Source: an optimization exercise on an open RTL-to-GDS flow (aim: small area, a short achievable clock period and few clock cycles per item). Production flows keep margins and buffers that such runs may drop.
In this exercise RTL edits were held to simulation tests only and were not proved equivalent to the original.

File: flow/run.sh
#!/bin/bash
# synth_recipe.tcl (not shown) runs the flow's synth.tcl, then flattens the netlist and writes it again
# the make line also repeats each setting of config.mk as NAME=value (left out here)
make -C /OpenROAD-flow-scripts/flow DESIGN_CONFIG=/design/flow/config.mk WORK_HOME=/design/flow/orfs CLKGATE_MAP_FILE= SYNTH_SCRIPT=/design/flow/synth_recipe.tcl finish
File: flow/config.mk
export PLATFORM = sky130hd
export DESIGN_NAME = nfr_tank
export DESIGN_NICKNAME = nfr_tank
export VERILOG_FILES = /design/flow/design.v
export SDC_FILE = /design/flow/constraint.sdc
export NUM_CORES = 4
export LEC_CHECK = 0
export ABC_AREA = 1
export CAP_MARGIN = 20
export CORE_MARGIN = 2
export CORE_UTILIZATION = 40
export SLEW_MARGIN = 20
File: flow/constraint.sdc
create_clock -name core_clock -period 40.0 [get_ports {clk}]
set_input_delay 8.0000 -clock core_clock [delete_from_list [all_inputs] [get_ports {clk}]]
set_output_delay 8.0000 -clock core_clock [all_outputs]
set_load 0.01 [all_outputs]
File: flow/design.v
module nfr_fadd (
    input  wire [31:0] a,
    input  wire [31:0] b,
    input  wire        nb,
    output reg  [31:0] y
);
    wire        sa = a[31];
    wire        sb = b[31] ^ nb;
    wire [7:0]  ea = a[30:23];
    wire [7:0]  eb = b[30:23];
    wire a_max = &ea;
    wire b_max = &eb;
    wire a_nan = a_max && (a[22:0] != 23'd0);
    wire b_nan = b_max && (b[22:0] != 23'd0);
    wire a_inf = a_max && (a[22:0] == 23'd0);
    wire b_inf = b_max && (b[22:0] == 23'd0);
    wire eff_sub = sa ^ sb;
    wire        nza = |ea;
    wire        nzb = |eb;
    wire [7:0]  ea1 = {ea[7:1], ea[0] | ~nza};      
    wire [7:0]  eb1 = {eb[7:1], eb[0] | ~nzb};
    wire [23:0] qa  = {nza, a[22:0]};
    wire [23:0] qb  = {nzb, b[22:0]};
    wire [8:0]  dab = {1'b0, ea1} - {1'b0, eb1};
    wire [8:0]  dba = {1'b0, eb1} - {1'b0, ea1};
    wire        age = ~dab[8];                       
    wire [7:0]  d   = age ? dab[7:0] : dba[7:0];
    wire        near = eff_sub && (d[7:1] == 7'd0);
    wire        f_s   = age ? sa : sb;
    wire [7:0]  f_e   = age ? ea1 : eb1;
    wire [23:0] f_qb  = age ? qa : qb;
    wire [23:0] f_qs  = age ? qb : qa;
    wire [4:0]  dsh = (d > 8'd26) ? 5'd27 : d[4:0];
    wire [25:0] al0 = {f_qs, 2'b00};
    wire [25:0] al1 = dsh[0] ? {1'b0,  al0[25:1]} : al0;
    wire        st1 = dsh[0] & al0[0];
    wire [25:0] al2 = dsh[1] ? {2'b0,  al1[25:2]} : al1;
    wire        st2 = st1 | (dsh[1] & (|al1[1:0]));
    wire [25:0] al3 = dsh[2] ? {4'b0,  al2[25:4]} : al2;
    wire        st3 = st2 | (dsh[2] & (|al2[3:0]));
    wire [25:0] al4 = dsh[3] ? {8'b0,  al3[25:8]} : al3;
    wire        st4 = st3 | (dsh[3] & (|al3[7:0]));
    wire [25:0] al5 = dsh[4] ? {16'b0, al4[25:16]} : al4;
    wire        st5 = st4 | (dsh[4] & (|al4[15:0]));
    wire [26:0] al_s = {al5, st5};
    wire [27:0] f_sum = eff_sub ? ({1'b0, f_qb, 3'b000} - {1'b0, al_s})
                                : ({1'b0, f_qb, 3'b000} + {1'b0, al_s});
    reg  [26:0] f_nrm;
    reg  [8:0]  f_ex;
    always @* begin
        if (f_sum[27]) begin
            f_nrm = {f_sum[27:2], f_sum[1] | f_sum[0]};
            f_ex  = {1'b0, f_e} + 9'd1;
        end else if (f_sum[26] || !eff_sub) begin
            f_nrm = f_sum[26:0];
            f_ex  = {1'b0, f_e};
        end else begin
            f_nrm = {f_sum[25:0], 1'b0};
            f_ex  = {1'b0, f_e} - 9'd1;
        end
    end
    wire        f_zero = (f_sum == 28'd0);
    wire        f_ovf  = f_sum[27] && (f_e == 8'd254);
    wire [7:0]  f_ef   = f_nrm[26] ? f_ex[7:0] : 8'd0;
    wire        f_inc  = f_nrm[2] & (f_nrm[1] | f_nrm[0] | f_nrm[3]);
    wire        swap  = b[30:0] > a[30:0];
    wire        n_s   = swap ? sb : sa;
    wire [7:0]  n_e   = swap ? eb1 : ea1;
    wire [23:0] n_qb  = swap ? qb : qa;
    wire [23:0] n_qs  = swap ? qa : qb;
    wire [24:0] n_dif = {n_qb, 1'b0} - ((d[0]) ? {1'b0, n_qs} : {n_qs, 1'b0});
    function [4:0] lzc25;
        input [24:0] v;
        integer k;
        begin
            lzc25 = 5'd25;
            for (k = 0; k <= 24; k = k + 1)
                if (v[k]) lzc25 = 5'd24 - k[4:0];
        end
    endfunction
    wire [4:0]  n_lz  = lzc25(n_dif);
    wire [7:0]  n_em  = n_e - 8'd1;
    wire [4:0]  n_sh  = ({3'd0, n_lz} > n_em) ? n_em[4:0] : n_lz;
    wire [24:0] n_nrm = n_dif << n_sh;
    wire        n_zero = (n_dif == 25'd0);
    wire [7:0]  n_ef  = n_nrm[24] ? (n_e - {3'd0, n_sh}) : 8'd0;
    wire        n_inc = n_nrm[0] & n_nrm[1];
    wire        r_s   = near ? n_s : f_s;
    wire [30:0] r_m   = near ? {n_ef, n_nrm[23:1]} : {f_ef, f_nrm[25:3]};
    wire        r_inc = near ? n_inc : f_inc;
    wire [30:0] rnd   = r_m + {30'd0, r_inc};
    always @* begin
        if (a_nan || b_nan || (a_inf && b_inf && eff_sub))
            y = 32'h7fc00000;
        else if (a_inf)
            y = {sa, 8'hff, 23'd0};
        else if (b_inf)
            y = {sb, 8'hff, 23'd0};
        else if (near ? n_zero : f_zero)
            y = {sa & sb, 31'd0};
        else if (!near && f_ovf)
            y = {f_s, 8'hff, 23'd0};
        else
            y = {r_s, rnd};
    end
endmodule
module nfr_fmul (
    input  wire [31:0] a,
    input  wire [31:0] b,
    output reg  [31:0] y
);
    wire        sy = a[31] ^ b[31];
    wire [7:0]  ea = a[30:23];
    wire [7:0]  eb = b[30:23];
    wire a_max  = &ea;
    wire b_max  = &eb;
    wire a_nan  = a_max && (a[22:0] != 23'd0);
    wire b_nan  = b_max && (b[22:0] != 23'd0);
    wire a_inf  = a_max && (a[22:0] == 23'd0);
    wire b_inf  = b_max && (b[22:0] == 23'd0);
    wire a_zero = (a[30:0] == 31'd0);
    wire b_zero = (b[30:0] == 31'd0);
    wire        nza = |ea;
    wire        nzb = |eb;
    wire [23:0] qa  = {nza, a[22:0]};
    wire [23:0] qb  = {nzb, b[22:0]};
    wire [47:0] p   = qa * qb;
    function [4:0] lzc24;
        input [23:0] v;
        integer k;
        begin
            lzc24 = 5'd0;
            for (k = 0; k <= 23; k = k + 1)
                if (v[k]) lzc24 = 5'd23 - k[4:0];
        end
    endfunction
    function [4:0] tzc24;
        input [23:0] v;
        integer k;
        begin
            tzc24 = 5'd0;
            for (k = 23; k >= 0; k = k - 1)
                if (v[k]) tzc24 = k[4:0];
        end
    endfunction
    wire [8:0]  esum = {1'b0, ea[7:1], ea[0] | ~nza} + {1'b0, eb[7:1], eb[0] | ~nzb};
    wire [5:0]  lzs  = {1'b0, lzc24(qa)} + {1'b0, lzc24(qb)};
    wire [5:0]  tzs  = {1'b0, tzc24(qa)} + {1'b0, tzc24(qb)} + 6'd2;
    wire signed [10:0] t1 = 11'sd23 - $signed({5'd0, lzs});
    wire signed [10:0] t2 = 11'sd151 - $signed({2'd0, esum});
    wire signed [10:0] tm = (t1 > t2) ? t1 : t2;
    wire [5:0]  k0 = (tm > 11'sd50) ? 6'd50 : tm[5:0];
    wire        stk0 = tzs < k0;             
    wire        stk1 = tzs <= k0;            
    wire [49:0] pp = {p, 2'b00};
    wire [26:0] r0 = pp >> k0;
    wire        up = r0[26];
    wire [25:0] r  = up ? r0[26:1] : r0[25:0];
    wire        sticky = r[0] | (up ? stk1 : stk0);
    wire signed [10:0] ex = $signed({2'd0, esum}) - 11'sd150 + $signed({5'd0, k0}) + $signed({10'd0, up});
    wire        ovf = ex > 11'sd254;
    wire [7:0]  ef  = r[25] ? ex[7:0] : 8'd0;
    wire        inc = r[1] & (sticky | r[2]);
    wire [30:0] rnd = {ef, r[24:2]} + {30'd0, inc};
    always @* begin
        if (a_nan || b_nan || (a_inf && b_zero) || (b_inf && a_zero))
            y = 32'h7fc00000;
        else if (a_inf || b_inf)
            y = {sy, 8'hff, 23'd0};
        else if (a_zero || b_zero)
            y = {sy, 31'd0};
        else if (ovf)
            y = {sy, 8'hff, 23'd0};
        else
            y = {sy, rnd};
    end
endmodule
module nfr_tank (
    input  wire        clk,
    input  wire        rst,
    input  wire        in_valid,
    output wire        in_ready,
    input  wire [31:0] ap_coeff,
    input  wire [31:0] lp_a,
    input  wire [31:0] fb_gain_l,
    input  wire [31:0] fb_gain_r,
    input  wire [31:0] xs_l,
    input  wire [31:0] vd1_l,
    input  wire [31:0] vd2_l,
    input  wire [31:0] s0_l,
    input  wire [31:0] s1_l,
    input  wire [31:0] frac_l,
    input  wire [31:0] xs_r,
    input  wire [31:0] vd1_r,
    input  wire [31:0] vd2_r,
    input  wire [31:0] s0_r,
    input  wire [31:0] s1_r,
    input  wire [31:0] frac_r,
    output reg         out_valid,
    output wire [31:0] wet_l,
    output wire [31:0] w1_l,
    output wire [31:0] w2_l,
    output wire [31:0] w3_l,
    output wire [31:0] wet_r,
    output wire [31:0] w1_r,
    output wire [31:0] w2_r,
    output wire [31:0] w3_r
);
    localparam [3:0] LAST = 4'd14;
    reg [31:0] g_q, lpa_q, fbgl_q, fbgr_q;
    reg [31:0] xsl_q, vd1l_q, vd2l_q, s0l_q, s1l_q, frl_q;
    reg [31:0] xsr_q, vd1r_q, vd2r_q, s0r_q, s1r_q, frr_q;
    always @(posedge clk) begin
        g_q    <= ap_coeff;
        lpa_q  <= lp_a;
        fbgl_q <= fb_gain_l;
        fbgr_q <= fb_gain_r;
        xsl_q  <= xs_l;
        vd1l_q <= vd1_l;
        vd2l_q <= vd2_l;
        s0l_q  <= s0_l;
        s1l_q  <= s1_l;
        frl_q  <= frac_l;
        xsr_q  <= xs_r;
        vd1r_q <= vd1_r;
        vd2r_q <= vd2_r;
        s0r_q  <= s0_r;
        s1r_q  <= s1_r;
        frr_q  <= frac_r;
    end
    reg  [3:0] step;
    reg        rdy;
    wire [3:0] step_nx = ((step == 4'd0) || (step == LAST)) ? (in_valid ? 4'd1 : 4'd0)
                                                            : step + 4'd1;
    always @(posedge clk) begin
        if (rst) begin
            step      <= 4'd0;
            rdy       <= 1'b0;
            out_valid <= 1'b0;
        end else begin
            step      <= step_nx;
            rdy       <= (step_nx == LAST - 4'd1);
            out_valid <= (step == LAST);
        end
    end
    assign in_ready = rdy;
    wire start = ((step == 4'd0) || (step == LAST)) && in_valid;
    nfr_string u_l (
        .clk(clk), .rst(rst), .start(start),
        .g(g_q), .lpa(lpa_q), .fbg(fbgl_q),
        .xs(xsl_q), .vd1(vd1l_q), .vd2(vd2l_q), .s0(s0l_q), .s1(s1l_q), .fr(frl_q),
        .w1(w1_l), .w2(w2_l), .w3(w3_l), .wet(wet_l)
    );
    nfr_string u_r (
        .clk(clk), .rst(rst), .start(start),
        .g(g_q), .lpa(lpa_q), .fbg(fbgr_q),
        .xs(xsr_q), .vd1(vd1r_q), .vd2(vd2r_q), .s0(s0r_q), .s1(s1r_q), .fr(frr_q),
        .w1(w1_r), .w2(w2_r), .w3(w3_r), .wet(wet_r)
    );
endmodule
module nfr_string (
    input  wire        clk,
    input  wire        rst,
    input  wire        start,
    input  wire [31:0] g,
    input  wire [31:0] lpa,
    input  wire [31:0] fbg,
    input  wire [31:0] xs,
    input  wire [31:0] vd1,
    input  wire [31:0] vd2,
    input  wire [31:0] s0,
    input  wire [31:0] s1,
    input  wire [31:0] fr,
    output reg  [31:0] w1,
    output reg  [31:0] w2,
    output reg  [31:0] w3,
    output reg  [31:0] wet
);
    reg [31:0] ra;       
    reg [31:0] rm;       
    reg [31:0] p2;       
    reg [31:0] v3;       
    reg [31:0] fb, lpz;  
    reg [14:1] st;
    always @(posedge clk) begin
        if (rst) st <= 14'd0;
        else     st <= {st[13:1], start};
    end
    wire [14:1] nx = {st[13:1], start};    
    reg x_xs, x_ra, x_s1, x_vd1, x_s0, x_vd2, x_v3, x_lpz;
    reg y_fb, y_rm, y_s0, y_p2, y_lpz, a_sub;
    reg m_g, m_fr, m_lpa, m_fbg, n_vd1, n_vd2, n_ra;
    always @(posedge clk) begin
        x_xs  <= nx[1];
        x_ra  <= nx[2] | nx[5] | nx[8] | nx[11];
        x_s1  <= nx[3];
        x_vd1 <= nx[4];
        x_s0  <= nx[6];
        x_vd2 <= nx[7];
        x_v3  <= nx[10];
        x_lpz <= nx[13];
        y_fb  <= nx[1];
        y_rm  <= nx[2] | nx[4] | nx[6] | nx[7] | nx[8] | nx[10] | nx[13];
        y_s0  <= nx[3];
        y_p2  <= nx[5];
        y_lpz <= nx[11];
        a_sub <= nx[2] | nx[3] | nx[5] | nx[8] | nx[11];
        m_g   <= nx[1] | nx[2] | nx[3] | nx[6] | nx[7] | nx[9];
        m_fr  <= nx[4];
        m_lpa <= nx[12];
        m_fbg <= nx[14];
        n_vd1 <= nx[1];
        n_vd2 <= nx[2];
        n_ra  <= nx[3] | nx[4] | nx[6] | nx[7] | nx[9] | nx[12] | nx[14];
    end
    wire [31:0] ax = ({32{x_xs}}  & xs)  | ({32{x_ra}}  & ra)  | ({32{x_s1}}  & s1) |
                     ({32{x_vd1}} & vd1) | ({32{x_s0}}  & s0)  | ({32{x_vd2}} & vd2) |
                     ({32{x_v3}}  & v3)  | ({32{x_lpz}} & lpz);
    wire [31:0] ay = ({32{y_fb}}  & fb)  | ({32{y_rm}}  & rm)  | ({32{y_s0}}  & s0) |
                     ({32{y_p2}}  & p2)  | ({32{y_lpz}} & lpz);
    wire [31:0] mx = ({32{m_g}}   & g)   | ({32{m_fr}}  & fr)  | ({32{m_lpa}} & lpa) |
                     ({32{m_fbg}} & fbg);
    wire [31:0] my = ({32{n_vd1}} & vd1) | ({32{n_vd2}} & vd2) | ({32{n_ra}}  & ra);
    wire [31:0] ao, mo;
    nfr_fadd u_add (.a(ax), .b(ay), .nb(a_sub), .y(ao));
    nfr_fmul u_mul (.a(mx), .b(my), .y(mo));
    always @(posedge clk) begin
        ra <= ao;
        if (!st[5]) rm <= mo;
        if (st[2])  p2 <= mo;
        if (st[6])  v3 <= ao;
        if (st[2])  w1 <= ao;
        if (st[5])  w2 <= ao;
        if (st[8])  w3 <= ao;
        if (st[10]) wet <= ao;
    end
    always @(posedge clk) begin
        if (rst) begin
            fb  <= 32'd0;
            lpz <= 32'd0;
        end else begin
            if (st[13]) lpz <= ao;
            if (st[14]) fb  <= mo;
        end
    end
endmodule
==> results of run 1 <==
[worst register-to-register path, delay by kind of cell (launching register included)]
kind | cells | cell delay, ps
AOI/OAI and AO/OA | 18 | 3200
buffers and inverters | 12 | 3940
and+or+nand+nor | 34 | 5740
xor gates and xnor gates | 1 | 330
adders and majority gates | 6 | 1570
DFF | 1 | 630
[stage by stage]
| step | hold WS, ps | instance area [um^2] | setup WS [ps] | std cells |
|---|---|---|---|---|
| 2_1_floorplan | 330.8 | 115500 | 27260 | 15890 |
| 3_3_place_gp | 342.4 | 126800 | 25100 | 19990 |
| 3_5_place_dp | 343.7 | 126800 | 24980 | 19990 |
| 4_1_cts | 352.3 | 131500 | 24960 | 20240 |
| 5_1_grt | 364.1 | 131500 | 23300 | 20250 |
| 6_report | 347.0 | 131600 | 24270 | 20250 |
[logic make-up after synthesis]
family          Yosys count
simple gates           7718
buf+inv                3153
compound gates         1861
fa+ha+maj              1699
flops                  1189
xor+xnor                256
mux                      10
[worst min path at each step]
stage / startpoint / to / slack [ps] / depth (start not counted)
final: u_l.st[4] / u_l.y_p2 / 350 / 0
after global placement: u_l.st[4] / u_l.y_p2 / 340 / 0
after detailed placement: u_l.st[4] / u_l.y_p2 / 340 / 0
after CTS: u_l.st[4] / u_l.y_p2 / 350 / 0
after floorplan: u_l.st[11] / u_l.m_lpa / 330 / 0
after global routing: u_l.st[4] / u_l.y_p2 / 360 / 0
[per-layer routing]
metal / up-vias / part of all wire / GRT usage / wire (um)
met5: - / 0.00031 / 0.002630 / 149
met4: 8 / 0.044 / 0.1239 / 21460
met3: 899 / 0.094 / 0.06659 / 45650
met2: 5258 / 0.45 / 0.5113 / 216300
met1: 53360 / 0.41 / 0.4250 / 199700
li1: 51650 / - / - / -
[Yosys cell counts (34+ instances only)]
master | n | share of area
nand3_2 | 39 | 0.0034
a21oi_1 | 665 | 0.029
nor4_1 | 92 | 0.0050
nand2_2 | 64 | 0.0035
nor3_1 | 70 | 0.0030
nand4_1 | 229 | 0.012
fa_1 | 984 | 0.17
o211ai_1 | 47 | 0.0031
clkbuf_1 | 409 | 0.013
dfxtp_1 | 741 | 0.13
buf_1 | 80 | 0.0026
and3_1 | 64 | 0.0035
nor2_2 | 34 | 0.0018
buf_2 | 124 | 0.0054
a22o_1 | 174 | 0.013
nor2_1 | 1622 | 0.053
inv_1 | 2393 | 0.078
inv_2 | 46 | 0.0015
or2_2 | 37 | 0.0020
o21ai_1 | 84 | 0.0036
ha_1 | 715 | 0.077
buf_4 | 34 | 0.0022
clkinv_1 | 35 | 0.0011
nand3_1 | 1534 | 0.066
o21ai_0 | 650 | 0.028
edfxtp_1 | 448 | 0.12
xnor2_1 | 70 | 0.0053
nand2_1 | 3845 | 0.12
xor2_1 | 181 | 0.014
[placed cells by master (no fill, tap or decap), types with 25 or more instances in the layout]
master | netlist | layout
nand2_1 | 3845 | 3844
inv_1 | 2393 | 2391
nor2_1 | 1622 | 1610
nand3_1 | 1534 | 1534
fa_1 | 984 | 984
clkdlybuf4s50_1 | 0 | 771
dfxtp_1 | 741 | 718
ha_1 | 715 | 715
a21oi_1 | 665 | 665
o21ai_0 | 650 | 649
edfxtp_1 | 448 | 448
nand4_1 | 229 | 229
buf_4 | 34 | 225
xor2_1 | 181 | 181
a22o_1 | 174 | 174
clkbuf_16 | 0 | 146
nor4_1 | 92 | 84
o21ai_1 | 84 | 83
xnor2_1 | 70 | 70
nor3_1 | 70 | 68
and3_1 | 64 | 64
nand2_2 | 64 | 64
o211ai_1 | 47 | 47
inv_2 | 46 | 46
nor2_2 | 34 | 46
nand3_2 | 39 | 39
clkinv_1 | 35 | 39
or2_2 | 37 | 37
nand3b_1 | 26 | 26
a31oi_1 | 25 | 25
[final cells by class]
type                            instances  area, um^2  area share
Sequential cell                      1189       28360      0.2156
Tap cell                             3781        4731     0.03596
Antenna cell                           10       25.02   0.0001902
Clock buffer                          187        3998     0.03039
Multi-Input combinational cell      11540       74980      0.5700
Clock inverter                         62       701.9    0.005335
Inverter                             2477        9318     0.07083
Timing Repair Buffer                  999        9438     0.07174
==> results.tsv, run 1 <==
metric	value	unit
vias in the first global route	106500	
synth warn	4	
area of the core	0.2877	mm^2
CP delay by family, top	simple AND/OR/NAND/NOR gates	
Chip Width	541.4	um
RePlAce Congestion	1.035	
reg2reg end	u_r.w3[12]	
I/O pin count	773	
global-route wire length before repair	703000	um
DRT iter0 DRCs	12400	
Area Growth Syn to Fin	13.89	%
complex-gate fraction of the synthesized area	0.09395	
Site Rows	197	
Final Critical Period	15730	ps
Die H	541.4	um
max_slew headroom	0.1535	
Worst Skew	85.02	ps
CP endpoint	u_r.w3[12]	
Sink Count	1189	
Num CTS Buffers	138	
EDFF count, synth	448	
worst-path fanout max	82	
Fin. Hold Viols	0	
final core utilization	0.4574	
Skew-Pair Late Insertion Delay	900	ps
flop-to-flop setup slack	24270	ps
fin crit share	0.3933	
Routed Wire Length	483300	um
fin nets	18560	
largest net degree at the start of global routing	94	
GRT Util Overall	0.3209	
ANT nets after route	0	
die area	0.2931	mm^2
Starting Density	0.4016	
Via density	5.490	
xor-xnor portion of the synthesized cell area	0.01983	
DRC Markers	0	
top_reg_cell synth	dfxtp_1	
setup TNS	0	ps
# fillers	29470	
Root Driver	clkbuf_16	
run status	complete, no violations	
Synth Net Count	18100	
worst hold-check path type	reg -> reg	
Post-Synth Simple-Gate Area	0.2854	
CP required	40490	ps
number of I/O port buffers	772	
R2R Path Start	u_l.x_s1	
Worst Setup End Kind	flop	
Setup crit start	u_l.x_s1	
share of cells above drive strength 1	0.04830	
post-synthesis sequential area ratio	0.2449	
Fmax	0.06357	GHz
final setup vio count	0	
Final Max Tran Viols	0	
Slew @ Worst Pin	1270	ps
#FFs+latches synth	1189	
library cells used by synthesis	94	
Vias	111200	
dpl hpwl	383100	um
mux cell area share after synthesis	0.0008666	
WS Path Type	reg -> reg	
Startpoint Class	flop	
cell count after synthesis	15890	
Post-Synth Adder-Cell Area	0.2480	
initial antenna violation count	29	
Post-Syn Area per Cell	7.271	um^2
grt ovf	0	
CP bufs+invs	12	
Max clock buf depth	4	
largest family of logic cells by synthesized area	simple AND/OR/NAND/NOR gates	
Cell Area, Synth	0.1155	mm^2
max_cap viols	0	
RSZ-0062 raised after global routing	false	
post-CTS resize count	0	
H-tree depth	4	
CTS tree	yes	
clk slew on worst S/H paths	60	ps
depth of the most critical reg-to-reg path	71	
hold_buf cts	0	
fraction of registers with async set/reset	0	
Most common cell on crit path	nand2_1	
# Post-CTS Setup Buffers	0	
wire length per cell	23.87	um
crit path DAT	16220	ps
Max stage delay cell, worst path	inv_2	
Pre-antenna DRT Iters	6	
Critical Path Stages	71	
slowest stage delay, CP	660	ps
Testbench counts, summed over its fixed seeds: cycles 28,688, frames 2,048.
==> run 2, diff against run 1 <==
--- a/flow/design.v
+++ b/flow/design.v
@@ -207,31 +207,10 @@
     output wire [31:0] w3_r
 );
     localparam [3:0] LAST = 4'd14;
-    reg [31:0] g_q, lpa_q, fbgl_q, fbgr_q;
-    reg [31:0] xsl_q, vd1l_q, vd2l_q, s0l_q, s1l_q, frl_q;
-    reg [31:0] xsr_q, vd1r_q, vd2r_q, s0r_q, s1r_q, frr_q;
-    always @(posedge clk) begin
-        g_q    <= ap_coeff;
-        lpa_q  <= lp_a;
-        fbgl_q <= fb_gain_l;
-        fbgr_q <= fb_gain_r;
-        xsl_q  <= xs_l;
-        vd1l_q <= vd1_l;
-        vd2l_q <= vd2_l;
-        s0l_q  <= s0_l;
-        s1l_q  <= s1_l;
-        frl_q  <= frac_l;
-        xsr_q  <= xs_r;
-        vd1r_q <= vd1_r;
-        vd2r_q <= vd2_r;
-        s0r_q  <= s0_r;
-        s1r_q  <= s1_r;
-        frr_q  <= frac_r;
-    end
     reg  [3:0] step;
     reg        rdy;
-    wire [3:0] step_nx = ((step == 4'd0) || (step == LAST)) ? (in_valid ? 4'd1 : 4'd0)
-                                                            : step + 4'd1;
+    wire       idle_or_last = (step == 4'd0) || (step == LAST);
+    wire [3:0] step_nx = idle_or_last ? (in_valid ? 4'd1 : 4'd0) : step + 4'd1;
     always @(posedge clk) begin
         if (rst) begin
             step      <= 4'd0;
@@ -244,17 +223,17 @@
         end
     end
     assign in_ready = rdy;
-    wire start = ((step == 4'd0) || (step == LAST)) && in_valid;
+    wire start = idle_or_last && in_valid;
     nfr_string u_l (
         .clk(clk), .rst(rst), .start(start),
-        .g(g_q), .lpa(lpa_q), .fbg(fbgl_q),
-        .xs(xsl_q), .vd1(vd1l_q), .vd2(vd2l_q), .s0(s0l_q), .s1(s1l_q), .fr(frl_q),
+        .g(ap_coeff), .lpa(lp_a), .fbg(fb_gain_l),
+        .xs(xs_l), .vd1(vd1_l), .vd2(vd2_l), .s0(s0_l), .s1(s1_l), .fr(frac_l),
         .w1(w1_l), .w2(w2_l), .w3(w3_l), .wet(wet_l)
     );
     nfr_string u_r (
         .clk(clk), .rst(rst), .start(start),
-        .g(g_q), .lpa(lpa_q), .fbg(fbgr_q),
-        .xs(xsr_q), .vd1(vd1r_q), .vd2(vd2r_q), .s0(s0r_q), .s1(s1r_q), .fr(frr_q),
+        .g(ap_coeff), .lpa(lp_a), .fbg(fb_gain_r),
+        .xs(xs_r), .vd1(vd1_r), .vd2(vd2_r), .s0(s0_r), .s1(s1_r), .fr(frac_r),
         .w1(w1_r), .w2(w2_r), .w3(w3_r), .wet(wet_r)
     );
 endmodule
@@ -276,62 +255,48 @@
     output reg  [31:0] w3,
     output reg  [31:0] wet
 );
-    reg [31:0] ra;       
-    reg [31:0] rm;       
-    reg [31:0] p2;       
-    reg [31:0] v3;       
-    reg [31:0] fb, lpz;  
+    reg [31:0] ax, ay, mx, my;   
+    reg        asub;
+    reg [31:0] p2;               
+    reg [31:0] v3;               
+    reg [31:0] fb, lpz;          
     reg [14:1] st;
     always @(posedge clk) begin
         if (rst) st <= 14'd0;
         else     st <= {st[13:1], start};
     end
-    wire [14:1] nx = {st[13:1], start};    
-    reg x_xs, x_ra, x_s1, x_vd1, x_s0, x_vd2, x_v3, x_lpz;
-    reg y_fb, y_rm, y_s0, y_p2, y_lpz, a_sub;
-    reg m_g, m_fr, m_lpa, m_fbg, n_vd1, n_vd2, n_ra;
-    always @(posedge clk) begin
-        x_xs  <= nx[1];
-        x_ra  <= nx[2] | nx[5] | nx[8] | nx[11];
-        x_s1  <= nx[3];
-        x_vd1 <= nx[4];
-        x_s0  <= nx[6];
-        x_vd2 <= nx[7];
-        x_v3  <= nx[10];
-        x_lpz <= nx[13];
-        y_fb  <= nx[1];
-        y_rm  <= nx[2] | nx[4] | nx[6] | nx[7] | nx[8] | nx[10] | nx[13];
-        y_s0  <= nx[3];
-        y_p2  <= nx[5];
-        y_lpz <= nx[11];
-        a_sub <= nx[2] | nx[3] | nx[5] | nx[8] | nx[11];
-        m_g   <= nx[1] | nx[2] | nx[3] | nx[6] | nx[7] | nx[9];
-        m_fr  <= nx[4];
-        m_lpa <= nx[12];
-        m_fbg <= nx[14];
-        n_vd1 <= nx[1];
-        n_vd2 <= nx[2];
-        n_ra  <= nx[3] | nx[4] | nx[6] | nx[7] | nx[9] | nx[12] | nx[14];
-    end
-    wire [31:0] ax = ({32{x_xs}}  & xs)  | ({32{x_ra}}  & ra)  | ({32{x_s1}}  & s1) |
-                     ({32{x_vd1}} & vd1) | ({32{x_s0}}  & s0)  | ({32{x_vd2}} & vd2) |
-                     ({32{x_v3}}  & v3)  | ({32{x_lpz}} & lpz);
-    wire [31:0] ay = ({32{y_fb}}  & fb)  | ({32{y_rm}}  & rm)  | ({32{y_s0}}  & s0) |
-                     ({32{y_p2}}  & p2)  | ({32{y_lpz}} & lpz);
-    wire [31:0] mx = ({32{m_g}}   & g)   | ({32{m_fr}}  & fr)  | ({32{m_lpa}} & lpa) |
-                     ({32{m_fbg}} & fbg);
-    wire [31:0] my = ({32{n_vd1}} & vd1) | ({32{n_vd2}} & vd2) | ({32{n_ra}}  & ra);
+    wire l1 = ~(|st[13:1]);
     wire [31:0] ao, mo;
-    nfr_fadd u_add (.a(ax), .b(ay), .nb(a_sub), .y(ao));
+    nfr_fadd u_add (.a(ax), .b(ay), .nb(asub), .y(ao));
     nfr_fmul u_mul (.a(mx), .b(my), .y(mo));
     always @(posedge clk) begin
-        ra <= ao;
-        if (!st[5]) rm <= mo;
-        if (st[2])  p2 <= mo;
-        if (st[6])  v3 <= ao;
-        if (st[2])  w1 <= ao;
-        if (st[5])  w2 <= ao;
-        if (st[8])  w3 <= ao;
+        ax <= ({32{l1}}     & xs)  |
+              ({32{st[1] | st[4] | st[7] | st[10]}} & ao) |
+              ({32{st[2]}}  & s1)  |
+              ({32{st[3]}}  & vd1) |
+              ({32{st[5]}}  & s0)  |
+              ({32{st[6]}}  & vd2) |
+              ({32{st[9]}}  & v3)  |
+              ({32{st[12]}} & lpz);
+        ay <= ({32{l1 & ~st[14]}} & fb) |
+              ({32{st[14] | st[1] | st[3] | st[5] | st[6] | st[7] | st[9] | st[12]}} & mo) |
+              ({32{st[2]}}  & s0)  |
+              ({32{st[4]}}  & p2)  |
+              ({32{st[10]}} & lpz);
+        asub <= st[1] | st[2] | st[4] | st[7] | st[10];
+        mx <= ({32{l1 | st[1] | st[2] | st[5] | st[6] | st[8]}} & g) |
+              ({32{st[3] | st[4]}} & fr)  |
+              ({32{st[11]}} & lpa) |
+              ({32{st[13]}} & fbg);
+        my <= ({32{l1}}     & vd1) |
+              ({32{st[1]}}  & vd2) |
+              ({32{st[2] | st[3] | st[5] | st[6] | st[8] | st[11] | st[13]}} & ao) |
+              ({32{st[4]}}  & my);
+        if (st[2])  p2  <= mo;
+        if (st[6])  v3  <= ao;
+        if (st[2])  w1  <= ao;
+        if (st[5])  w2  <= ao;
+        if (st[8])  w3  <= ao;
         if (st[10]) wet <= ao;
     end
     always @(posedge clk) begin
==> results.tsv, run 2 <==
metric	value	unit
Worst Setup End Kind	flop	
xor-xnor portion of the synthesized cell area	0.02169	
Slew @ Worst Pin	1207	ps
post-CTS resize count	0	
max_cap viols	0	
RePlAce Congestion	1.060	
fin nets	18870	
Routed Wire Length	481400	um
run status	complete, no violations	
grt ovf	0	
Worst Skew	129.3	ps
EDFF count, synth	384	
Die H	529.7	um
# fillers	29120	
fin crit share	0.3229	
Vias	111900	
Final Max Tran Viols	0	
Post-Synth Simple-Gate Area	0.3003	
Synth Net Count	18580	
final setup vio count	0	
Startpoint Class	flop	
crit path DAT	13500	ps
Fin. Hold Viols	0	
Max stage delay cell, worst path	o221ai_1	
DRT iter0 DRCs	12270	
multi-input logic area	0.07588	mm^2
worst hold-check path type	reg -> reg	
Final Critical Period	12910	ps
complex-gate fraction of the synthesized area	0.1019	
I/O pin count	773	
library cells used by synthesis	89	
Synth area leader	fa_1	
cell count after synthesis	16360	
Area Growth Syn to Fin	12.37	%
most common cell after layout, fill and taps aside	nand2_1	
Pre-antenna DRT Iters	7	
global-route wire length before repair	702000	um
post-synthesis sequential area ratio	0.1776	
final core utilization	0.4505	
setup TNS	0	ps
fraction of registers with async set/reset	0	
ANT nets after route	0	
CTS tree	yes	
Max clock buf depth	3	
Most common cell on crit path	fa_1	
worst slack at placement	27400	ps
Num CTS Buffers	98	
final worst slack	27090	ps
synth warn	4	
RSZ-0062 raised after global routing	false	
Synth top area share	0.1782	
Post-Synth Adder-Cell Area	0.2591	
#FFs+latches synth	789	
Site Rows	193	
worst-path fanout max	26	
Post-Syn Area per Cell	6.756	um^2
CP required	40580	ps
Skew-Pair Late Insertion Delay	820	ps
Starting Density	0.4009	
share of cells above drive strength 1	0.04033	
die area	0.2806	mm^2
wire length per cell	23.51	um
slowest stage delay, CP	820	ps
GRT Util Overall	0.3351	
largest family of logic cells by synthesized area	simple AND/OR/NAND/NOR gates	
clk slew on worst S/H paths	70	ps
H-tree depth	3	
Root Driver	clkbuf_16	
Fmax	0.07743	GHz
top_reg_cell synth	dfxtp_1	
most common cell in the netlist	nand2_1	
largest net degree at the start of global routing	96	
DRC Markers	0	
vias in the first global route	107100	
number of I/O port buffers	772	
# Post-CTS Setup Buffers	0	
Sink Count	789	
Via density	5.465	
FF/Latch Area	0.01968	mm^2
top post-synthesis cells by area	fa_1, nand2_1, edfxtp_1, inv_1, ha_1	
Synth top cells by count	nand2_1, inv_1, nand3_1	
initial antenna violation count	54	
hold_buf cts	0	
area of the core	0.2758	mm^2
Cell Area, Synth	0.1105	mm^2
hold slack	441.3	ps
WS Path Type	reg -> reg	
Chip Width	529.7	um
dpl hpwl	385700	um
commonest cells after routing, fill and taps aside	nand2_1, inv_1, nand3_1	
mux cell area share after synthesis	0.002897	
max_slew headroom	0.1952	
run 2: cell types whose count changed after synthesis, moves of 53 or more:
cell | previous run | this run
nand2_1 | 3845 | 4795
nor2_1 | 1622 | 907
inv_1 | 2393 | 3001
dfxtp_1 | 741 | 405
a22o_1 | 174 | 29
clkbuf_1 | 409 | 528
edfxtp_1 | 448 | 384
and3_1 | 64 | 5
o211ai_1 | 47 | 100
run 2: cell type report:
class	count	share of cell area
diodes	39	0.0007856
clock inverters	59	0.004754
clock buffers	124	0.02125
well taps	3705	0.03732
multi-input cells	11740	0.6108
flip-flops and latches	789	0.1584
repair buffers	968	0.07403
inverters	3060	0.09258
run 2: routing by layer:
metal,wire [um],part of all wire,global-route usage,up-vias
li1,-,-,-,52060
met1,198900,0.41,0.4454,53720
met2,211300,0.44,0.5251,5189
met3,41750,0.087,0.04945,938
met4,29400,0.061,0.1776,10
met5,64,0.00013,0,-
run 2: stage by stage:
stage	instances	area (um^2)
4_1_cts	20440	124100
5_1_grt	20470	124200
3_5_place_dp	20260	120900
6_report	20480	124200
3_3_place_gp	20260	120900
2_1_floorplan	16360	110600
run 2: path summary, 6_finish.rpt:
check | start | endpoint | slack [ps] | cells after the start
hold / removal | u_r.p2[18] | u_r.ay[18] | 440 | 2
setup / recovery | u_r.my[7] | u_r.ay[9] | 27090 | 43
hold reg to reg | u_r.p2[18] | u_r.ay[18] | 440 | 2
setup reg to reg | u_r.my[7] | u_r.ay[9] | 27090 | 43
run 2: critical path, delay by kind of cell (launching register included):
| kind | cells | cell delay [ps] |
|---|---|---|
| fa+ha+maj | 10 | 4710 |
| compound gates | 14 | 3720 |
| simple gates | 11 | 2360 |
| buf+inv | 6 | 790 |
| flops | 1 | 610 |
| xor+xnor | 2 | 460 |
run 2: cell families after synthesis:
family	Yosys count
adders and majority gates	1699
buffers and inverters	3839
xor gates and xnor gates	266
DFF	789
AOI/OAI and AO/OA	1899
muxes	32
and+or+nand+nor	7840
Testbench counts of run 2, summed over its fixed seeds: cycles 28,688, frames 2,048.
==> run 3, diff against run 2 <==
--- a/flow/design.v
+++ b/flow/design.v
@@ -124,7 +124,36 @@
     wire        nzb = |eb;
     wire [23:0] qa  = {nza, a[22:0]};
     wire [23:0] qb  = {nzb, b[22:0]};
-    wire [47:0] p   = qa * qb;
+    wire [47:0] p   = booth24(qa, qb);
+    function [47:0] booth24;
+        input [23:0] x;
+        input [23:0] z;
+        reg   [26:0] zz;
+        reg   [47:0] acc;
+        reg   [2:0]  trip;
+        reg   [25:0] m;
+        reg          neg;
+        integer      i;
+        begin
+            zz  = {3'b000, z};
+            acc = 48'd0;
+            for (i = 0; i < 13; i = i + 1)
+                acc = acc - (48'd1 << (26 + 2 * i));
+            for (i = 0; i < 13; i = i + 1) begin
+                trip = (i == 0) ? {zz[1], zz[0], 1'b0} : {zz[2*i+1], zz[2*i], zz[2*i-1]};
+                case (trip)
+                    3'b000, 3'b111: begin m = 26'd0;            neg = 1'b0; end
+                    3'b001, 3'b010: begin m = {2'b0, x};        neg = 1'b0; end
+                    3'b011:         begin m = {1'b0, x, 1'b0};  neg = 1'b0; end
+                    3'b100:         begin m = {1'b0, x, 1'b0};  neg = 1'b1; end
+                    default:        begin m = {2'b0, x};        neg = 1'b1; end
+                endcase
+                acc = acc + ({21'd0, ~neg, (neg ? ~m : m)} << (2 * i))
+                          + ({47'd0, neg} << (2 * i));
+            end
+            booth24 = acc;
+        end
+    endfunction
     function [4:0] lzc24;
         input [23:0] v;
         integer k;
==> flow/flow/run.sh (new file) <==
#!/bin/bash
set -euo pipefail
MARGIN=$(cat flow/margin.txt)
bash standard.sh synth > synth.log 2>&1
bash standard.sh SETUP_SLACK_MARGIN=$MARGIN finish > layout.log 2>&1
==> flow/flow/margin.txt (new file) <==
28
==> flow/standard.sh (new file) <==
#!/bin/bash
# synth_recipe.tcl (not shown) runs the flow's synth.tcl, then flattens the netlist and writes it again
# the make line also repeats each setting of config.mk as NAME=value (left out here)
make -C /OpenROAD-flow-scripts/flow DESIGN_CONFIG=/design/flow/config.mk WORK_HOME=/design/flow/orfs CLKGATE_MAP_FILE= SYNTH_SCRIPT=/design/flow/synth_recipe.tcl "${@:-finish}"
removed: flow/run.sh
==> results.tsv, run 3 <==
metric	value	unit
run status	complete, no violations	
worst slack at placement	25450	ps
RSZ-0062 raised after global routing	true	
fraction of registers with async set/reset	0	
library cells used by synthesis	82	
Synth area leader	nand2_1	
Fin. Hold Viols	0	
Post-Syn Area per Cell	6.820	um^2
Chip Width	507.3	um
reg2reg end	u_l.my[16]	
slowest stage delay, CP	500	ps
WS Path Type	reg -> reg	
synth warn	4	
Final Critical Period	11380	ps
Hold Crit Depth	2	
H-tree depth	3	
top_reg_cell synth	dfxtp_1	
Pre-antenna DRT Iters	6	
Site Rows	184	
GR peak layer	met2	
global-route wire length before repair	671100	um
post-synthesis sequential area ratio	0.1938	
Worst Skew	91.47	ps
depth of the most critical reg-to-reg path	64	
number of I/O port buffers	772	
Max stage delay cell, worst path	o21ai_0	
initial antenna violation count	29	
most common cell after layout, fill and taps aside	nand2_1	
ANT nets after route	0	
Startpoint Class	flop	
max_slew headroom	0.1618	
fin crit share	0.2846	
hold_buf cts	0	
max_cap viols	0	
Starting Density	0.4027	
Final Max Tran Viols	0	
flop-to-flop setup slack	28620	ps
die area	0.2573	mm^2
commonest cells after routing, fill and taps aside	nand2_1, inv_1, nand3_1	
Root Driver	clkbuf_16	
fin area	0.1172	mm^2
placed cell areas	0.1114	mm^2
Area Growth Syn to Fin	15.72	%
CTS tree	yes	
dpl hpwl	362500	um
met2 Use GR	0.5328	
final worst slack	28620	ps
Synth top cells by count	nand2_1, inv_1, nand3_1	
Sink Count	789	
CP required	40690	ps
DRT iter0 DRCs	12960	
Hold Path Origin	u_r.p2[0]	
CP bufs+invs	9	
share of cells above drive strength 1	0.06302	
R2R Path Start	u_l.ay[30]	
CP delay by family, top	simple AND/OR/NAND/NOR gates	
Skew-Pair Late Insertion Delay	810	ps
worst hold-check path type	reg -> reg	
Most common cell on crit path	nand2_1	
vias in the first global route	100700	
Die H	507.3	um
# fillers	26340	
met3 Resource Use GR	0.06957	
final setup vio count	0	
most common cell in the netlist	nand2_1	
DRC Markers	0	
area of the core	0.2516	mm^2
RePlAce Congestion	1.031	
I/O pin count	773	
Slew @ Worst Pin	1257	ps
Hold Crit Endpoint	u_r.ay[0]	
wire length per cell	24.94	um
clk slew on worst S/H paths	60	ps
Synth Net Count	16620	
hold slack	446.1	ps
largest net degree at the start of global routing	113	
Synth top area share	0.1421	
grt met1 use	0.4565	
Num CTS Buffers	94	
Routed Wire Length	467300	um
Worst Setup End Kind	flop	
Max clock buf depth	3	
top post-synthesis cells by area	nand2_1, edfxtp_1, fa_1, ha_1, dfxtp_1	
Vias	109000	
EDFF count, synth	384	
crit path DAT	12070	ps
GRT Util Overall	0.3453	
setup TNS	0	ps
Via density	5.817	
cell count after synthesis	14860	
Fmax	0.08784	GHz
#FFs+latches synth	789	
worst-path fanout max	65	
Cell Area, Synth	0.1013	mm^2
grt ovf	0	
fin nets	17060	
-- run 3: layout make-up --
cell class | count | area (um^2) | area share
inverter | 1785 | 6848 | 0.05841
timing repair inverter | 20 | 132.6 | 0.001131
tap | 3348 | 4189 | 0.03573
clock buffer | 118 | 2565 | 0.02188
timing repair buffer | 1066 | 10310 | 0.08792
antenna | 17 | 42.54 | 0.0003628
sequential | 789 | 19710 | 0.1681
clock inverter | 60 | 698.2 | 0.005955
multi-input combinational | 11540 | 72750 | 0.6205
-- run 3: worst min-delay path, cell delays in order, from the launching register on --
cell,delay [ps]
edfxtp_1,320
nand2_1,60
nand3_1,70
-- run 3: what timing repair did --
| action | in CTS | in global routing |
|---|---|---|
| resized for setup | 148 | 223 |
| pin swaps | 5 | 39 |
| setup endpoints to repair | 632 | 668 |
| endpoints found under the hold margin | 0 | 0 |
| gates cloned | 19 | 18 |
| buffers inserted | 47 | 56 |
-- run 3: worst max-delay path by stage --
stage	startpoint	to	depth (start not counted)
3_5_place_dp	u_r.my[1]	u_r.fb[2]	61
6_report	u_l.ay[30]	u_l.my[16]	64
5_1_grt	u_r.ay[26]	u_r.wet[28]	65
4_1_cts	u_r.my[1]	u_r.fb[2]	58
3_3_place_gp	u_r.my[1]	u_r.fb[2]	59
2_1_floorplan	u_l.my[17]	u_l.fb[3]	59
-- run 3: layer usage --
layer / share of wire / wire length, um
met5: 0.000098 / 46
met4: 0.058 / 27120
met3: 0.10 / 47830
met2: 0.44 / 203500
met1: 0.40 / 188900
-- run 3: kinds of logic (layout without fill, tap and decap cells) --
group                    Yosys count  after routing  share of synthesized area
AND/OR/NAND/NOR                 6865           6879                     0.2904
AO/OA/AOI/OAI                   2589           2590                     0.1507
buffers and inverters           2545           3049                    0.09930
adder cells (fa/ha/maj)         1251           1251                     0.1945
XOR/XNOR                         803            803                    0.06986
flip-flops                       789            789                     0.1938
multiplexers                      15             15                   0.001482
other                              0             17                          0
-- run 3: stage by stage --
| stage | util | cells |
|---|---|---|
| global route | 0.4659 | 18740 |
| detailed placement | 0.4429 | 18400 |
| floorplan | - | 14860 |
| global placement | 0.4429 | 18400 |
| finish | 0.4659 | 18740 |
| CTS | 0.4600 | 18650 |
Testbench counts of run 3, summed over its fixed seeds: cycles 28,688, frames 2,048.
==> run 4, diff against run 3 <==
--- a/flow/design.v
+++ b/flow/design.v
@@ -184,13 +184,17 @@
     wire [49:0] pp = {p, 2'b00};
     wire [26:0] r0 = pp >> k0;
     wire        up = r0[26];
-    wire [25:0] r  = up ? r0[26:1] : r0[25:0];
-    wire        sticky = r[0] | (up ? stk1 : stk0);
-    wire signed [10:0] ex = $signed({2'd0, esum}) - 11'sd150 + $signed({5'd0, k0}) + $signed({10'd0, up});
-    wire        ovf = ex > 11'sd254;
-    wire [7:0]  ef  = r[25] ? ex[7:0] : 8'd0;
-    wire        inc = r[1] & (sticky | r[2]);
-    wire [30:0] rnd = {ef, r[24:2]} + {30'd0, inc};
+    wire signed [10:0] ex0 = $signed({2'd0, esum}) - 11'sd150 + $signed({5'd0, k0});
+    wire signed [10:0] ex1 = ex0 + 11'sd1;
+    wire        ovf0 = ex0 > 11'sd254;
+    wire        ovf1 = ex1 > 11'sd254;
+    wire [7:0]  ef0  = r0[25] ? ex0[7:0] : 8'd0;
+    wire        inc0 = r0[1] & (r0[0] | stk0 | r0[2]);
+    wire [30:0] rnd0 = {ef0, r0[24:2]} + {30'd0, inc0};
+    wire        inc1 = r0[2] & (r0[1] | stk1 | r0[3]);
+    wire [30:0] rnd1 = {ex1[7:0], r0[25:3]} + {30'd0, inc1};
+    wire        ovf = up ? ovf1 : ovf0;
+    wire [30:0] rnd = up ? rnd1 : rnd0;
     always @* begin
         if (a_nan || b_nan || (a_inf && b_zero) || (b_inf && a_zero))
             y = 32'h7fc00000;
==> flow/flow/margin.txt (replaced) <==
31
--- a/flow/config.mk
+++ b/flow/config.mk
@@ -8,5 +8,5 @@
 export ABC_AREA = 1
 export CAP_MARGIN = 20
 export CORE_MARGIN = 2
-export CORE_UTILIZATION = 40
+export CORE_UTILIZATION = 55
 export SLEW_MARGIN = 20
==> results.tsv, run 4 <==
metric	value	unit
Halt Stage	global routing	
Die H	439.9	um
Sink Count	789	
top_reg_cell synth	dfxtp_1	
number of I/O port buffers	772	
most common cell in the netlist	nand2_1	
Synth top area share	0.1442	
#FFs+latches synth	789	
grt ovf	155	
top post-synthesis cells by area	nand2_1, edfxtp_1, fa_1, ha_1, nand3_1	
synth warn	4	
Synth Net Count	17140	
Error	[ERROR GRT-0232] Routing congestion too high. Check the congestion heatmap in the GUI.	
Post-Syn Area per Cell	6.802	um^2
Root Driver	clkbuf_16	
largest net degree at the start of global routing	99	
Starting Density	0.5553	
hold_buf cts	0	
fraction of registers with async set/reset	0	
Cell Area, Synth	0.1045	mm^2
Synth top cells by count	nand2_1, inv_1, nand3_1	
Site Rows	159	
I/O pin count	773	
Synth area leader	nand2_1	
run status	stopped before the end	
Chip Width	439.9	um
GRT Util Overall	0.7437	
library cells used by synthesis	84	
post-GRT worst EP	u_l.lpz[28]$_SDFFE_PP0P_/D	
Max clock buf depth	3	
cell count after synthesis	15360	
RePlAce Congestion	1.202	
dpl hpwl	424700	um
post-synthesis sequential area ratio	0.1879	
H-tree depth	3	
Worst EP kind	register input	
Num CTS Buffers	86	
EDFF count, synth	384	
-- run 4: how the worst max path moves through the flow --
stage	cells after the start	startpoint	endpoint	slack, ps
after global placement	71	u_r.ay[24]	u_r.my[20]	27240
after detailed placement	65	u_l.ax[24]	u_l.w1[20]	27230
after CTS	74	u_l.ay[30]	u_l.v3[24]	30510
after floorplan	71	u_l.ay[26]	u_l.v3[28]	31010
-- run 4: metrics by stage --
step / instance area [um^2] / std cells / setup WS [ps]
detailed placement: 113300 / 18050 / 27230
floorplan: 104500 / 15360 / 31010
global placement: 113300 / 18040 / 27240
CTS: 131000 / 19030 / 30510
-- run 4: per-layer routing --
layer | GRT overflow | track usage
met1 | 8 | 0.7441
met2 | 64 | 0.9048
met3 | 13 | 0.5980
met4 | 70 | 0.7261
met5 | 0 | 0.3251
-- run 4: logic make-up after synthesis --
family	after synthesis	synth area share
buf+inv	2592	0.09985
simple gates	7254	0.3021
mux	15	0.001437
compound gates	2626	0.1488
flops	789	0.1879
fa+ha+maj	1265	0.1901
xor+xnor	822	0.06983
-- run 4: what timing repair did --
item / in CTS
resized for setup: 3167
endpoints found under the setup margin: 957
setup buffers: 712
gates cloned: 113
pin swaps: 534
Testbench counts of run 4, summed over its fixed seeds: cycles 28,688, frames 2,048.
==> run 5, diff against run 4 <==
--- a/flow/design.v
+++ b/flow/design.v
@@ -78,9 +78,9 @@
                 if (v[k]) lzc25 = 5'd24 - k[4:0];
         end
     endfunction
-    wire [4:0]  n_lz  = lzc25(n_dif);
     wire [7:0]  n_em  = n_e - 8'd1;
-    wire [4:0]  n_sh  = ({3'd0, n_lz} > n_em) ? n_em[4:0] : n_lz;
+    wire [24:0] n_lim = (n_em < 8'd25) ? (25'h1000000 >> n_em) : 25'd0;
+    wire [4:0]  n_sh  = lzc25(n_dif | n_lim);
     wire [24:0] n_nrm = n_dif << n_sh;
     wire        n_zero = (n_dif == 25'd0);
     wire [7:0]  n_ef  = n_nrm[24] ? (n_e - {3'd0, n_sh}) : 8'd0;
==> flow/flow/run.sh (replaced) <==
#!/bin/bash
set -euo pipefail
MARGIN=$(cat flow/margin.txt)
EXTRA=$(cat flow/extra.txt)
bash standard.sh synth > synth.log 2>&1
bash standard.sh SETUP_SLACK_MARGIN=$MARGIN $EXTRA finish > layout.log 2>&1
==> flow/flow/extra.txt (new file) <==
SETUP_MOVE_SEQUENCE=unbuffer,sizeup,swap,clone,split
--- a/flow/config.mk
+++ b/flow/config.mk
@@ -8,5 +8,5 @@
 export ABC_AREA = 1
 export CAP_MARGIN = 20
 export CORE_MARGIN = 2
-export CORE_UTILIZATION = 55
+export CORE_UTILIZATION = 45
 export SLEW_MARGIN = 20
==> results.tsv, run 5 <==
metric	value	unit
run status	complete, no violations	
Startpoint Class	flop	
xor-xnor portion of the synthesized cell area	0.07153	
CP delay by family, top	simple AND/OR/NAND/NOR gates	
number of I/O port buffers	772	
RSZ-0062 raised after global routing	true	
Fin. Hold Viols	0	
GRT Util Overall	0.4018	
setup TNS	0	ps
Worst Setup End Kind	flop	
placed cell areas	0.1125	mm^2
CTS tree	yes	
Vias	111100	
Most common cell on crit path	nand2_2	
CP endpoint	u_r.w1[30]	
mux cell area share after synthesis	0.005565	
clk slew on worst S/H paths	60	ps
Synth area leader	nand2_1	
max_slew headroom	0.09389	
Starting Density	0.4519	
R2R Path Start	u_r.ax[29]	
RePlAce Congestion	1.049	
fin cells	18520	
final core utilization	0.5531	
fin crit share	0.2627	
post-synthesis sequential area ratio	0.1916	
Skew-Pair Late Insertion Delay	820	ps
Sink Count	789	
commonest cells after routing, fill and taps aside	nand2_1, inv_1, o21ai_0	
#FFs+latches synth	789	
Via density	6.000	
Post-Synth Adder-Cell Area	0.1926	
flop-to-flop setup slack	29490	ps
Die H	481.3	um
Final Max Tran Viols	0	
Final Critical Period	10510	ps
H-tree depth	3	
Slew @ Worst Pin	1351	ps
die area	0.2317	mm^2
max_cap viols	0	
Root Driver	clkbuf_16	
largest family of logic cells by synthesized area	simple AND/OR/NAND/NOR gates	
Max clock buf depth	3	
Post-Syn Area per Cell	6.864	um^2
Worst Skew	89.63	ps
top_reg_cell synth	dfxtp_1	
worst slack at placement	28030	ps
Critical Path Stages	71	
Fmax	0.09515	GHz
crit path DAT	10950	ps
worst-path fanout max	7	
top post-synthesis cells by area	nand2_1, edfxtp_1, fa_1, ha_1, dfxtp_1	
Area Growth Syn to Fin	22.38	%
library cells used by synthesis	89	
most common cell after layout, fill and taps aside	nand2_1	
slowest stage delay, CP	480	ps
CP required	40440	ps
grt ovf	0	
complex-gate fraction of the synthesized area	0.1774	
fin nets	17160	
DRT iter0 DRCs	13120	
ANT nets after route	0	
most common cell in the netlist	nand2_1	
Site Rows	175	
placed cells	18170	
WS Path Type	reg -> reg	
global-route wire length before repair	699500	um
area of the core	0.2268	mm^2
final setup vio count	0	
Synth top area share	0.1374	
cell count after synthesis	14940	
I/O pin count	773	
Cell Area, Synth	0.1025	mm^2
synth warn	4	
largest net degree at the start of global routing	104	
Chip Width	481.3	um
Setup crit start	u_r.ax[29]	
Synth Net Count	16710	
share of cells above drive strength 1	0.1670	
initial antenna violation count	52	
Synth top cells by count	nand2_1, inv_1, nor2_1	
final worst slack	29490	ps
vias in the first global route	103900	
DRC Markers	0	
EDFF count, synth	384	
Num CTS Buffers	91	
depth of the most critical reg-to-reg path	71	
worst hold-check path type	reg -> reg	
reg2reg end	u_r.w1[30]	
fin area	0.1255	mm^2
wire length per cell	26.28	um
dpl hpwl	365000	um
Routed Wire Length	486700	um
Pre-antenna DRT Iters	7	
Max stage delay cell, worst path	nor3_4	
Post-Synth Simple-Gate Area	0.2610	
fraction of registers with async set/reset	0	
CP bufs+invs	11	
[run 5: how the worst min path moves through the flow]
| stage | start | endpoint | slack, ps | depth (start not counted) |
|---|---|---|---|---|
| final | u_l.p2[28] | u_l.ay[28] | 440 | 2 |
| after global routing | u_r.st[7] | u_r.st[8] | 450 | 2 |
| after CTS | u_r.p2[22] | u_r.ay[22] | 440 | 2 |
| after detailed placement | u_r.p2[28] | u_r.ay[28] | 430 | 2 |
| after global placement | u_r.st[7] | u_r.st[8] | 420 | 2 |
| after floorplan | u_r.st[7] | u_r.st[8] | 420 | 2 |
[run 5: per-layer routing]
metal	global-route usage	vias to the layer above	wire length, um
li1	-	50660	-
met1	0.5226	52650	191800
met2	0.6126	6386	209500
met3	0.08829	1403	50480
met4	0.2335	12	34870
met5	0	-	82
[run 5: timing repair]
| item | CTS | global route |
|---|---|---|
| resized for setup | 2585 | 787 |
| setup buffers | 1 | 0 |
| setup endpoints to repair | 957 | 957 |
| hold endpoints to repair | 0 | 0 |
| hold buffers | 0 | 0 |
| gates cloned | 120 | 15 |
| pin swaps | 439 | 506 |
[run 5: cells by family after synthesis]
family / after synthesis
multiplexers: 57
AO/OA/AOI/OAI: 3117
XOR/XNOR: 827
buffers and inverters: 2629
adder cells (fa/ha/maj): 1255
flip-flops: 789
AND/OR/NAND/NOR: 6263
[run 5: per-stage QoR]
| step | hold WS (ps) |
|---|---|
| 5_1_grt | 451.0 |
| 3_5_place_dp | 430.4 |
| 6_report | 439.5 |
| 4_1_cts | 438.0 |
| 2_1_floorplan | 416.3 |
| 3_3_place_gp | 424.2 |
[run 5: layout make-up]
type                    count  area (um^2)
well taps                3009         3765
flip-flops and latches    789        19780
clock inverters            42        544.3
fillers                 22410       101400
multi-input cells       11550        80720
repair buffers           1009         9907
clock buffers             129         2604
inverters                1894         7669
repair inverters           53        381.6
diodes                     40        100.1
[run 5: worst min-delay path, stage by stage (launching register included)]
cell      delay, ps
edfxtp_1        320
nand2_1          50
nand2_1          50
Testbench counts of run 5, summed over its fixed seeds: cycles 28,688, frames 2,048.
==> run 6, diff against run 5 <==
==> flow/flow/extra.txt (replaced) <==

==> flow/flow/margin.txt (replaced) <==
30
--- a/flow/config.mk
+++ b/flow/config.mk
@@ -8,5 +8,5 @@
 export ABC_AREA = 1
 export CAP_MARGIN = 20
 export CORE_MARGIN = 2
-export CORE_UTILIZATION = 45
+export CORE_UTILIZATION = 40
 export SLEW_MARGIN = 20
==> results.tsv, run 6 <==
metric	value	unit
run status	complete, no violations	
Site Rows	185	
library cells used by synthesis	89	
DRC Markers	0	
RSZ-0062 raised after global routing	true	
Fmax	0.1007	GHz
GR peak layer	met2	
Final Critical Period	9934	ps
Post-Synth Simple-Gate Area	0.2610	
largest net degree at the start of global routing	127	
fin crit share	0.2483	
WS Path Type	reg -> out	
Synth top cells by count	nand2_1, inv_1, nor2_1	
initial antenna violation count	50	
Num CTS Buffers	97	
Startpoint Class	flop	
Starting Density	0.4030	
met3 Resource Use GR	0.06468	
global-route wire length before repair	709500	um
met2 Use GR	0.5642	
Synth Net Count	16710	
most common cell in the netlist	nand2_1	
GRT Util Overall	0.3655	
Synth area leader	nand2_1	
Post-Syn Area per Cell	6.864	um^2
Routed Wire Length	506200	um
largest family of logic cells by synthesized area	simple AND/OR/NAND/NOR gates	
Via density	5.843	
I/O pin count	773	
max_cap viols	0	
Worst Skew	129.5	ps
Root Driver	clkbuf_16	
Max clock buf depth	3	
grt ovf	0	
worst hold-check path type	reg -> reg	
CTS tree	yes	
Final Max Tran Viols	0	
commonest cells after routing, fill and taps aside	nand2_1, inv_1, nand3_1	
hold_buf cts	0	
#FFs+latches synth	789	
wire length per cell	26.18	um
depth of the most critical reg-to-reg path	62	
Skew-Pair Late Insertion Delay	820	ps
reg2reg end	u_r.w1[22]	
Pre-antenna DRT Iters	7	
Sink Count	789	
max_slew headroom	0.1279	
complex-gate fraction of the synthesized area	0.1774	
area of the core	0.2544	mm^2
Area Growth Syn to Fin	24.69	%
dpl hpwl	376000	um
Cell Area, Synth	0.1025	mm^2
Slew @ Worst Pin	1302	ps
DRT iter0 DRCs	13820	
post-synthesis sequential area ratio	0.1916	
CP delay by family, top	buffers and inverters	
Vias	113000	
Worst Setup End Kind	output port	
die area	0.2604	mm^2
synth warn	4	
most common cell after layout, fill and taps aside	nand2_1	
Hold Path Origin	u_r.st[7]	
Chip Width	510.3	um
CP required	32000	ps
Post-Synth Adder-Cell Area	0.1926	
cell count after synthesis	14940	
number of I/O port buffers	772	
Fin. Hold Viols	0	
top post-synthesis cells by area	nand2_1, edfxtp_1, fa_1, ha_1, dfxtp_1	
fin nets	17620	
share of cells above drive strength 1	0.1443	
fraction of registers with async set/reset	0	
Hold Crit Depth	2	
CP bufs+invs	1	
critical path, cell by cell	clkdlybuf4s50_1	
clk slew on worst S/H paths	60	ps
H-tree depth	3	
setup TNS	0	ps
final setup vio count	0	
flop-to-flop setup slack	30230	ps
RePlAce Congestion	1.046	
Synth top area share	0.1374	
grt met1 use	0.4816	
xor-xnor portion of the synthesized cell area	0.07153	
crit path DAT	1930	ps
R2R Path Start	u_r.ay[27]	
worst-path fanout max	1	
Die H	510.3	um
Max stage delay cell, worst path	clkdlybuf4s50_1	
mux cell area share after synthesis	0.005565	
ANT nets after route	0	
Hold Crit Endpoint	u_r.st[8]	
top_reg_cell synth	dfxtp_1	
vias in the first global route	104000	
slowest stage delay, CP	630	ps
EDFF count, synth	384	
placed cells	18560	
fin cells	19340	
run 6: what timing repair did:
item                                    4_1_cts  5_1_grt
resized for setup                           576     1060
pin swaps                                   108      386
endpoints found under the setup margin      699      689
gates cloned                                 43       36
setup buffers                               186      297
run 6: final cells by class:
class                   count  area (um^2)
fillers                 25590       126600
multi-input cells       11540        77510
flip-flops and latches    789        19840
repair buffers           1512        15230
inverters                1894         7452
well taps                3366         4212
clock buffers             130         2706
clock inverters            51        658.1
repair inverters           20        135.1
diodes                     36        90.09
run 6: logic make-up (layout without fill, tap and decap cells):
family | count (synthesis) | after routing
other | 0 | 36
DFF | 789 | 789
xor gates and xnor gates | 827 | 827
muxes | 57 | 57
adders and majority gates | 1255 | 1255
buffers and inverters | 2629 | 3607
and+or+nand+nor | 6263 | 6281
AOI/OAI and AO/OA | 3117 | 3118
run 6: worst max path at each step:
| stage | slack [ps] | to | cells past startpoint | from |
|---|---|---|---|---|
| after detailed placement | 27660 | u_r.ay[30] | 62 | u_r.my[1] |
| final | 30070 | w3_l[10] | 1 | u_l.w3[10] |
| after global placement | 27720 | u_r.ay[30] | 62 | u_r.my[1] |
| after global routing | 29800 | u_l.ay[30] | 63 | u_l.my[4] |
| after CTS | 29950 | u_l.v3[30] | 73 | u_l.ay[28] |
| after floorplan | 30600 | u_l.v3[28] | 73 | u_l.ay[24] |
run 6: layer usage:
layer / wire length (um) / vias to the layer above
met4: 34630 / 20
met3: 50210 / 1311
met2: 219500 / 6367
li1: - / 51590
met1: 201800 / 53700
met5: 129 / -
run 6: through the flow:
stage | hold WS [ps] | worst slack, ps | util | instance area [um^2]
global placement | 418.2 | 27720 | 0.4445 | 113100
CTS | 397.1 | 29950 | 0.4741 | 120600
global route | 427.2 | 29800 | 0.5025 | 127800
detailed placement | 429.2 | 27660 | 0.4446 | 113100
finish | 402.4 | 30070 | 0.5025 | 127800
floorplan | 416.3 | 30600 | - | 102500
run 6: tightest hold or removal path, cell delays in order, from the launching register on:
cell and delay, ps:
dfxtp_1 320, inv_1 60, nor2_1 30

==> port drivers added, routing unchanged <==
In the flow no input, the clock included, has a driving cell. The finished layouts below were timed again as built, in two steps. Step 1: set_driving_cell puts a clkbuf_16 on clk and a buf_2 on each other input, an assumption about the parent block. Step 2 adds t to the input delays and takes it off the output delays; t is the mean of the earliest and latest rising clock arrival at the registers after step 1. Input paths then give back, and output paths get back, about the clock's delay inside the block. Three values: no drivers, after step 1, after step 2; two values: the first two.
run	t, ns	setup WS [ns]	worst setup path after step 2	latest minus earliest clock arrival (ns)	slew at the worst register clock pin (ns)
run 1	0.938	24.269 / 24.269 / 24.269	register to register	0.103 / 0.103	0.09 / 0.09
run 2	0.857	27.086 / 27.086 / 27.086	register to register	0.140 / 0.140	0.09 / 0.09
run 3	0.850	28.615 / 28.615 / 28.615	register to register	0.098 / 0.098	0.08 / 0.08
run 5	0.865	29.490 / 29.490 / 29.490	register to register	0.098 / 0.098	0.08 / 0.08
run 6	0.858	30.066 / 29.966 / 29.790	input to register	0.131 / 0.131	0.07 / 0.07
After both steps every run listed still meets setup and hold. For run 6, which loses most, drivers alone change the setup slack by -0.100 ns; drivers and shift together by -0.276 ns.
